Source: an optimization exercise on an open RTL-to-GDS flow (aim: small area, a short achievable clock period and few clock cycles). Production flows keep margins and buffers that such runs may drop.
Function was checked by simulation only, so behaviour that the tests miss may differ from the original.

==> flow/design.v <==
module gomes_cursor (
    input  wire        clk,
    input  wire        rst,         
    input  wire        cmd_valid,
    output wire        cmd_ready,
    input  wire [7:0]  cmd_code,
    input  wire [63:0] cmd_a,       
    input  wire [3:0]  cmd_w,       
    input  wire [79:0] cmd_in,      
    input  wire [3:0]  cmd_avail,   
    output reg         rsp_valid,
    output reg  [3:0]  rsp_err,
    output wire [79:0] rsp_data,
    output reg  [3:0]  rsp_len,
    output reg  [1:0]  rsp_vstat
);
    localparam [3:0] E_OK           = 4'd0;
    localparam [3:0] E_TRUNCATED    = 4'd2;
    localparam [3:0] E_VARINT_OVF   = 4'd4;
    localparam [3:0] E_PRECONDITION = 4'd6;
    localparam [3:0] E_BAD_COMMAND  = 4'd9;
    reg strict;
    assign cmd_ready = 1'b1;
    function [3:0] therm_count(input [9:0] t);
        begin
            therm_count[3] = t[7];
            therm_count[2] = t[3] & ~t[7];
            therm_count[1] = (t[1] & ~t[3]) | (t[5] & ~t[7]) | t[9];
            therm_count[0] = (t[0] & ~t[1]) | (t[2] & ~t[3]) | (t[4] & ~t[5]) |
                             (t[6] & ~t[7]) | (t[8] & ~t[9]);
        end
    endfunction
    function [7:0] tag_char(input [5:0] g);
        tag_char = (g == 6'd0) ? 8'h20 : {1'b0, g[5], 1'b0, g[4:0]};
    endfunction
    wire c_zze  = (cmd_code == 8'h01);
    wire c_zzd  = (cmd_code == 8'h02);
    wire c_vwr  = (cmd_code == 8'h03);
    wire c_vrd  = (cmd_code == 8'h04);
    wire c_nwr  = (cmd_code == 8'h05);
    wire c_u8   = (cmd_code == 8'h06);
    wire c_u16  = (cmd_code == 8'h07);
    wire c_u32  = (cmd_code == 8'h08);
    wire c_f64  = (cmd_code == 8'h09);
    wire c_tagp = (cmd_code == 8'h10);
    wire c_tagu = (cmd_code == 8'h11);
    wire c_cfgw = (cmd_code == 8'h41);
    wire c_cfgr = (cmd_code == 8'h42);
    wire c_stat = (cmd_code == 8'h43);
    wire c_brst = (cmd_code == 8'h4F);
    wire c_bad  = ~(c_zze | c_zzd | c_vwr | c_vrd | c_nwr | c_u8 | c_u16 | c_u32 |
                    c_f64 | c_tagp | c_tagu | c_cfgw | c_cfgr | c_stat | c_brst);
    wire [9:0] av;
    genvar gi;
    generate
        for (gi = 0; gi < 10; gi = gi + 1) begin : g_av
            assign av[gi] = (cmd_avail > gi);
        end
    endgenerate
    wire [63:0] ze_raw = {cmd_a[62:0], 1'b0};
    wire [63:0] zd_raw = {1'b0, cmd_a[63:1]};
    wire        ze_s   = cmd_a[63];
    wire        zd_s   = cmd_a[0];
    wire [9:1] gz, go;     
    generate
        for (gi = 1; gi < 9; gi = gi + 1) begin : g_grp
            assign gz[gi] = ~|cmd_a[7*gi+5 : 7*gi-1];
            assign go[gi] =  &cmd_a[7*gi+5 : 7*gi-1];
        end
    endgenerate
    assign gz[9] = ~cmd_a[62];
    assign go[9] =  cmd_a[62];
    wire [9:0] vw_cont;
    generate
        for (gi = 0; gi < 9; gi = gi + 1) begin : g_cont
            assign vw_cont[gi] = ~((~ze_s & (&gz[9:gi+1])) | (ze_s & (&go[9:gi+1])));
        end
    endgenerate
    assign vw_cont[9] = 1'b0;
    wire u63 = cmd_a[62] ^ cmd_a[63];
    wire [79:0] vw_data;
    generate
        for (gi = 0; gi < 8; gi = gi + 1) begin : g_vwd
            assign vw_data[8*gi +: 8] = {vw_cont[gi], ze_raw[7*gi +: 7]};
        end
    endgenerate
    assign vw_data[71:64] = {u63, ze_raw[62:56] ^ {7{ze_s}}};
    assign vw_data[79:72] = {7'd0, u63};
    wire [3:0] vw_len = therm_count({vw_cont[8:0], 1'b1});
    wire [9:0] cb;
    wire [9:0] rc;
    generate
        for (gi = 0; gi < 10; gi = gi + 1) begin : g_rc
            assign cb[gi] = cmd_in[8*gi + 7];
            if (gi == 0)
                assign rc[gi] = 1'b1;
            else
                assign rc[gi] = &cb[gi-1:0];
        end
    endgenerate
    wire       b9_big = |cmd_in[78:73];                  
    wire [9:0] reach  = rc & av;                          
    wire [9:0] inc    = reach & {~b9_big, 9'h1FF};        
    wire       vr_short = |(rc & ~av);
    wire       vr_guard = reach[9] & (cmd_in[79] | b9_big);
    wire [3:0] vr_len   = therm_count(reach);
    wire       vr_err   = strict & (vr_short | vr_guard);
    wire [63:0] vr_acc;
    generate
        for (gi = 0; gi < 9; gi = gi + 1) begin : g_vra
            assign vr_acc[7*gi +: 7] = cmd_in[8*gi +: 7] & {7{inc[gi]}};
        end
    endgenerate
    assign vr_acc[63] = cmd_in[72] & inc[9];
    wire w1 = (cmd_w == 4'd1);
    wire w2 = (cmd_w == 4'd2);
    wire w4 = (cmd_w == 4'd4);
    wire w8 = (cmd_w == 4'd8);
    wire nw_ok = w1 | w2 | w4 | w8;
    function [63:0] bswap(input [63:0] s, input n1, input n2, input n4, input n8);
        integer j;
        begin
            bswap = 64'd0;
            for (j = 0; j < 8; j = j + 1) begin
                if (j < 1) bswap[8*j +: 8] = bswap[8*j +: 8] | ({8{n1}} & s[8*(0-j) +: 8]);
                if (j < 2) bswap[8*j +: 8] = bswap[8*j +: 8] | ({8{n2}} & s[8*(1-j) +: 8]);
                if (j < 4) bswap[8*j +: 8] = bswap[8*j +: 8] | ({8{n4}} & s[8*(3-j) +: 8]);
                bswap[8*j +: 8] = bswap[8*j +: 8] | ({8{n8}} & s[8*(7-j) +: 8]);
            end
        end
    endfunction
    wire rd_ok1 = c_u8  & av[0];
    wire rd_ok2 = c_u16 & av[1];
    wire rd_ok4 = c_u32 & av[3];
    wire rd_ok8 = c_f64 & av[7];
    wire rd_ok  = rd_ok1 | rd_ok2 | rd_ok4 | rd_ok8;
    wire rd_trunc = (c_u8 | c_u16 | c_u32 | c_f64) & ~rd_ok;
    wire [63:0] sw_src  = (cmd_code[3] | cmd_code[1]) ? cmd_in[63:0] : cmd_a;
    wire [63:0] sw_data = bswap(sw_src, (c_nwr & w1) | rd_ok1, (c_nwr & w2) | rd_ok2,
                                        (c_nwr & w4) | rd_ok4, (c_nwr & w8) | rd_ok8);
    wire [3:0] lab_on = {cmd_w > 4'd3, cmd_w > 4'd2, cmd_w > 4'd1, cmd_w > 4'd0};
    wire [23:0] tp_data;
    generate
        for (gi = 0; gi < 4; gi = gi + 1) begin : g_tp
            assign tp_data[23-6*gi -: 6] = {cmd_a[8*gi+6], cmd_a[8*gi +: 5]} & {6{lab_on[gi]}};
        end
    endgenerate
    wire [31:0] tu_data = {tag_char(cmd_a[5:0]),   tag_char(cmd_a[11:6]),
                           tag_char(cmd_a[17:12]), tag_char(cmd_a[23:18])};
    wire [79:0] n_data =
          ({80{c_zze}}  & {16'd0, ze_raw})
        | ({80{c_zzd}}  & {16'd0, zd_raw})
        | ({80{c_vwr}}  & vw_data)
        | ({80{c_vrd & ~vr_err}} & {16'd0, vr_acc})
        | {16'd0, sw_data}
        | ({80{c_nwr & ~nw_ok}} & {76'd0, cmd_w})
        | ({80{c_tagp}} & {56'd0, tp_data})
        | ({80{c_tagu}} & {48'd0, tu_data})
        | {79'd0, c_cfgr & strict}
        | ({80{c_bad}}  & {72'd0, cmd_code});
    wire [3:0] n_err =
          ({4{c_nwr & ~nw_ok}} & E_PRECONDITION)
        | ({4{rd_trunc | (c_vrd & strict & vr_short)}} & E_TRUNCATED)
        | ({4{c_vrd & strict & vr_guard}} & E_VARINT_OVF)
        | ({4{c_bad}} & E_BAD_COMMAND);
    wire [3:0] n_len =
          ({4{c_vwr}} & vw_len)
        | ({4{c_vrd & ~vr_err}} & vr_len)
        | ({4{c_nwr & nw_ok}} & cmd_w)
        | ({4{rd_ok1}} & 4'd1)
        | ({4{rd_ok2}} & 4'd2)
        | ({4{rd_ok4}} & 4'd4)
        | ({4{rd_ok8}} & 4'd8);
    wire [1:0] n_vstat = {2{c_vrd & ~strict}} & {vr_guard, vr_short};
    wire n_pz  = (c_zze & ze_s) | (c_zzd & zd_s);
    wire n_pzv = n_pz | (c_vwr & ze_s);
    reg [79:0] data_q;
    reg        pz_q, pzv_q;
    generate
        for (gi = 0; gi < 64; gi = gi + 1) begin : g_out
            if (gi % 8 == 7)
                assign rsp_data[gi] = data_q[gi] ^ pz_q;
            else
                assign rsp_data[gi] = data_q[gi] ^ pzv_q;
        end
    endgenerate
    assign rsp_data[79:64] = data_q[79:64];
    always @(posedge clk) begin
        rsp_valid <= cmd_valid & ~rst;
        rsp_err   <= n_err;
        data_q    <= n_data;
        pz_q      <= n_pz;
        pzv_q     <= n_pzv;
        rsp_len   <= n_len;
        rsp_vstat <= n_vstat;
        if (rst)
            strict <= 1'b0;
        else if (cmd_valid & c_cfgw)
            strict <= cmd_a[0];
        else if (cmd_valid & c_brst)
            strict <= 1'b0;
    end
endmodule
export LEC_CHECK = 0
export ABC_AREA = 1
export CAP_MARGIN = 20
export CORE_MARGIN = 2
export CORE_UTILIZATION = 50
export PLACE_DENSITY = 0.7
export SETUP_SLACK_MARGIN = 2.5
export SLEW_MARGIN = 20
create_clock -name core_clock -period 5.0 [get_ports {clk}]
standard.sh (not shown) runs the stock make flow with config.mk's settings and CLKGATE_MAP_FILE= SYNTH_SCRIPT=/design/flow/synth_recipe.tcl, a recipe that flattens the netlist after the stock synthesis.
==> flow/flow/run.sh <==
#!/bin/bash
# Standard ORFS layout, with the port buffers made of plain buffers (buf_1)
# instead of the delay cells buffer_ports picks by default, and sizing free to
# change a cell's footprint, without gate cloning.
set -euo pipefail
bash standard.sh \
  BUFFER_PORTS_ARGS="-buffer_cell sky130_fd_sc_hd__buf_1" \
  MATCH_CELL_FOOTPRINT=0 \
  SKIP_GATE_CLONING=1 \
  finish > flow_standard.log 2>&1
Testbench counts at the start, summed over its fixed seeds: cycles 4,808.
Change:
--- a/flow/design.v
+++ b/flow/design.v
@@ -34,21 +34,32 @@
         tag_char = (g == 6'd0) ? 8'h20 : {1'b0, g[5], 1'b0, g[4:0]};
     endfunction
-    wire c_zze  = (cmd_code == 8'h01);
-    wire c_zzd  = (cmd_code == 8'h02);
-    wire c_vwr  = (cmd_code == 8'h03);
-    wire c_vrd  = (cmd_code == 8'h04);
-    wire c_nwr  = (cmd_code == 8'h05);
-    wire c_u8   = (cmd_code == 8'h06);
-    wire c_u16  = (cmd_code == 8'h07);
-    wire c_u32  = (cmd_code == 8'h08);
-    wire c_f64  = (cmd_code == 8'h09);
-    wire c_tagp = (cmd_code == 8'h10);
-    wire c_tagu = (cmd_code == 8'h11);
-    wire c_cfgw = (cmd_code == 8'h41);
-    wire c_cfgr = (cmd_code == 8'h42);
-    wire c_stat = (cmd_code == 8'h43);
-    wire c_brst = (cmd_code == 8'h4F);
-    wire c_bad  = ~(c_zze | c_zzd | c_vwr | c_vrd | c_nwr | c_u8 | c_u16 | c_u32 |
-                    c_f64 | c_tagp | c_tagu | c_cfgw | c_cfgr | c_stat | c_brst);
+    wire [3:0]  hi = cmd_code[7:4];
+    wire [3:0]  lo = cmd_code[3:0];
+    wire        h0 = (hi == 4'h0), h1 = (hi == 4'h1), h4 = (hi == 4'h4);
+    wire [15:0] l;
+    genvar gl;
+    generate
+        for (gl = 0; gl < 16; gl = gl + 1) begin : g_lo
+            assign l[gl] = (lo == gl);
+        end
+    endgenerate
+    wire c_zze  = h0 & l[1];
+    wire c_zzd  = h0 & l[2];
+    wire c_vwr  = h0 & l[3];
+    wire c_vrd  = h0 & l[4];
+    wire c_nwr  = h0 & l[5];
+    wire c_u8   = h0 & l[6];
+    wire c_u16  = h0 & l[7];
+    wire c_u32  = h0 & l[8];
+    wire c_f64  = h0 & l[9];
+    wire c_tagp = h1 & l[0];
+    wire c_tagu = h1 & l[1];
+    wire c_cfgw = h4 & l[1];
+    wire c_cfgr = h4 & l[2];
+    wire c_stat = h4 & l[3];
+    wire c_brst = h4 & l[15];
+    wire c_bad  = ~((h0 & ((~lo[3] & (|lo[2:0])) | (lo[3] & ~lo[2] & ~lo[1]))) |
+                    (h1 & ~|lo[3:1]) |
+                    (h4 & (((~lo[3] & ~lo[2]) & (|lo[1:0])) | (&lo))));
     wire [9:0] av;
     genvar gi;
@@ -106,11 +117,12 @@
     wire [3:0] vr_len   = therm_count(reach);
     wire       vr_err   = strict & (vr_short | vr_guard);
+    wire [9:0]  vr_keep = inc & {10{c_vrd & ~vr_err}};
     wire [63:0] vr_acc;
     generate
         for (gi = 0; gi < 9; gi = gi + 1) begin : g_vra
-            assign vr_acc[7*gi +: 7] = cmd_in[8*gi +: 7] & {7{inc[gi]}};
-        end
-    endgenerate
-    assign vr_acc[63] = cmd_in[72] & inc[9];
+            assign vr_acc[7*gi +: 7] = cmd_in[8*gi +: 7] & {7{vr_keep[gi]}};
+        end
+    endgenerate
+    assign vr_acc[63] = cmd_in[72] & vr_keep[9];
     wire w1 = (cmd_w == 4'd1);
     wire w2 = (cmd_w == 4'd2);
@@ -152,5 +164,5 @@
         | ({80{c_zzd}}  & {16'd0, zd_raw})
         | ({80{c_vwr}}  & vw_data)
-        | ({80{c_vrd & ~vr_err}} & {16'd0, vr_acc})
+        | {16'd0, vr_acc}
         | {16'd0, sw_data}
         | ({80{c_nwr & ~nw_ok}} & {76'd0, cmd_w})
Outcome: Final cell count drops by 1.6%; setup slack improves by 0.015 ns; cell area drops by 2.1%; routed wire length climbs by 0.83%; clock-buffer cell count climbs by 1; hold slack hardly moves; synthesized area climbs by 0.38%; first-iteration DRC count climbs by 5.3%; non-clock buffer count drops by 10; maximum frequency climbs by 0.57%.
Testbench counts after the change, summed over its fixed seeds: cycles 4,808.

[port drivers added, routing unchanged]
The results above use ideal ports. As a check the final layouts listed here were re-extracted and re-timed, cells and wires unchanged.
Step 1: set_driving_cell puts a clkbuf_16 on clk and a buf_2 on each other input, an assumption about the parent block.
Step 2 also shifts input and output timing later by t, the mid clock arrival at the registers, as if the neighbouring blocks saw the same clock.
a / b / c = no drivers / after step 1 / after step 2; a / b = the first two.
run	t, ns	setup slack, ns	hold slack, ns	worst setup path at the end
the first run	0.405	2.442 / 2.460 / 2.054	0.546 / 0.546 / 0.546	input to register
the second run	0.400	2.457 / 2.473 / 2.073	0.549 / 0.549 / 0.549	input to register
After both steps setup and hold are still met in every run listed. For the first run, which loses most, drivers alone change the setup slack by +0.018 ns; drivers and shift together by -0.388 ns.
